This is an optimization exercise on Yosys and OpenROAD, whose aim is small area, not a production implementation.
In this exercise RTL edits were held to simulation tests only and were not proved equivalent to the original.
Power figures rest on the tool's default switching activity, not on a simulated workload.

==> flow/design.v (excerpt) <==
module apu (
    input  wire        clk,
    input  wire        rst,           
    input  wire        tick,          
    input  wire        wr_en,         
    input  wire        wr_flag,       
    input  wire [4:0]  wr_addr,
    input  wire [7:0]  wr_data,
    input  wire [4:0]  rd_addr,
    output wire [7:0]  rd_data,
    input  wire [15:0] gain,          
    output wire        sample_valid,
    output wire [15:0] sample
);
clock: 28.0 ns
lec_check: 0
cap_margin: 20
core_margin: 2
core_utilization: 60
place_density: 0.7
slew_margin: 20
synth_memory_max_bits: 16384
standard.sh (not shown) runs the stock make flow with config.mk's settings and CLKGATE_MAP_FILE= SYNTH_SCRIPT=/design/flow/synth_recipe.tcl, a recipe that flattens the netlist after the stock synthesis.
==> flow/flow/run.sh <==
#!/bin/bash
# The standard layout (standard.sh, unchanged synthesis and steps), with two
# settings of the layout steps changed through the environment ORFS reads:
#  - clock tree synthesis clusters up to 20 flip-flops (within 60 um) per leaf
#    buffer, uses clkbuf_16 and adds no dummy loads;
#  - the port buffers are buf_1 cells (every input and output port still gets
#    its own buffer, as in the standard flow).
# All output of the flow goes to standard.log; ORFS keeps each step's log
# under orfs/logs.
set -euo pipefail
export CTS_ARGS="-sink_clustering_enable -repair_clock_nets -dont_use_dummy_load -sink_clustering_size 20 -sink_clustering_max_diameter 60 -buf_list {sky130_fd_sc_hd__clkbuf_16}"
export BUFFER_PORTS_ARGS="-buffer_cell sky130_fd_sc_hd__buf_1"
bash standard.sh > standard.log 2>&1
Then changed:
==> flow/run.sh (new file) <==
#!/bin/bash
# synth_recipe.tcl (not shown) runs the flow's synth.tcl, then flattens the netlist and writes it again
# the make line also repeats each setting of config.mk as NAME=value (left out here)
make -C /OpenROAD-flow-scripts/flow DESIGN_CONFIG=/design/flow/config.mk WORK_HOME=/design/flow/orfs CLKGATE_MAP_FILE= SYNTH_SCRIPT=/design/flow/synth_recipe.tcl finish
- CORE_UTILIZATION: 60 -> 65
- PLACE_DENSITY: 0.7 -> 0.75
removed: flow/flow/run.sh
removed: flow/standard.sh
=>
- design area increases by about 2.7%
- clock-buffer cell count came out higher by 31
- setup slack is worse by 0.39 ns
- hold slack loses 0.0043 ns
Then changed:
==> flow/flow/run.sh (new file) <==
#!/bin/bash
# The standard layout (standard.sh, unchanged synthesis and steps), with two
# settings of the layout steps changed through the environment ORFS reads:
#  - clock tree synthesis clusters up to 10 flip-flops (within 40 um) per leaf
#    buffer, uses clkbuf_8 and adds no dummy loads;
#  - the port buffers are buf_1 cells (every input and output port still gets
#    its own buffer, as in the standard flow).
# All output of the flow goes to standard.log; ORFS keeps each step's log
# under orfs/logs.
set -euo pipefail
export CTS_ARGS="-sink_clustering_enable -repair_clock_nets -dont_use_dummy_load -sink_clustering_size 10 -sink_clustering_max_diameter 40 -buf_list {sky130_fd_sc_hd__clkbuf_8}"
export BUFFER_PORTS_ARGS="-buffer_cell sky130_fd_sc_hd__buf_1"
bash standard.sh > standard.log 2>&1
==> flow/standard.sh (new file) <==
#!/bin/bash
# synth_recipe.tcl (not shown) runs the flow's synth.tcl, then flattens the netlist and writes it again
# the make line also repeats each setting of config.mk as NAME=value (left out here)
make -C /OpenROAD-flow-scripts/flow DESIGN_CONFIG=/design/flow/config.mk WORK_HOME=/design/flow/orfs CLKGATE_MAP_FILE= SYNTH_SCRIPT=/design/flow/synth_recipe.tcl "${@:-finish}"
- CAP_MARGIN: 20 -> 0
- CORE_UTILIZATION: 65 -> 60
- PLACE_DENSITY: 0.75 -> 0.7
- SLEW_MARGIN: 20 -> 0
removed: flow/run.sh
After rerunning:
- Now the flow finished but fails on max-capacitance violations, max-slew violations
- total power drops by 8.7%
- design area drops by 2.7%
- count of clock-buffer cells in the layout climbs by 7
- hold slack stays flat
- worst setup slack gains 0.34 ns
- core utilization drops by 6.9 points
Then changed:
- CAP_MARGIN: 0 -> 20
- SLEW_MARGIN: 0 -> 20
The new run ran to the end with no violations.
Register-to-register slack gets better by 0.46 ns.
Global-route usage grows by 0.26 points.
Wire length went up by 0.88%.
Sequential share of layout area is about the same.
Design area hardly moves.
Combinational power stays flat.
Total power rises by 0.31%.
Count of clock-buffer cells in the layout rises by 1.
Core utilization went up by 0.13 points.
Synthesized area stays the same.

## what the ideal ports hide
The flow's constraints put no driver on any port. The routed layouts listed below were extracted and timed again, unchanged, in two steps. Step 1 sets driving cells, clkbuf_16 on the clock port and buf_2 on the other inputs (assumed; they add their load-dependent delay and slew). Step 2 also shifts input and output timing later by t, the mid clock arrival at the registers, as if the neighbouring blocks saw the same clock. a / b / c = no drivers / after step 1 / after step 2; a / b = the first two.
run | t (ns) | slack for setup (ns) | hold WS [ns] | worst slew at a driven data input, ns
the first run | 0.662 | 7.515 / 7.434 / 8.097 | 0.460 / 0.460 / 0.460 | 0.06
the second run | 0.728 | 7.123 / 7.059 / 7.787 | 0.455 / 0.455 / 0.455 | 0.09
the third run | 0.733 | 7.458 / 7.394 / 8.126 | 0.453 / 0.453 / 0.453 | 0.06
the fourth run | 0.753 | 7.374 / 7.307 / 8.060 | 0.456 / 0.456 / 0.456 | 0.07
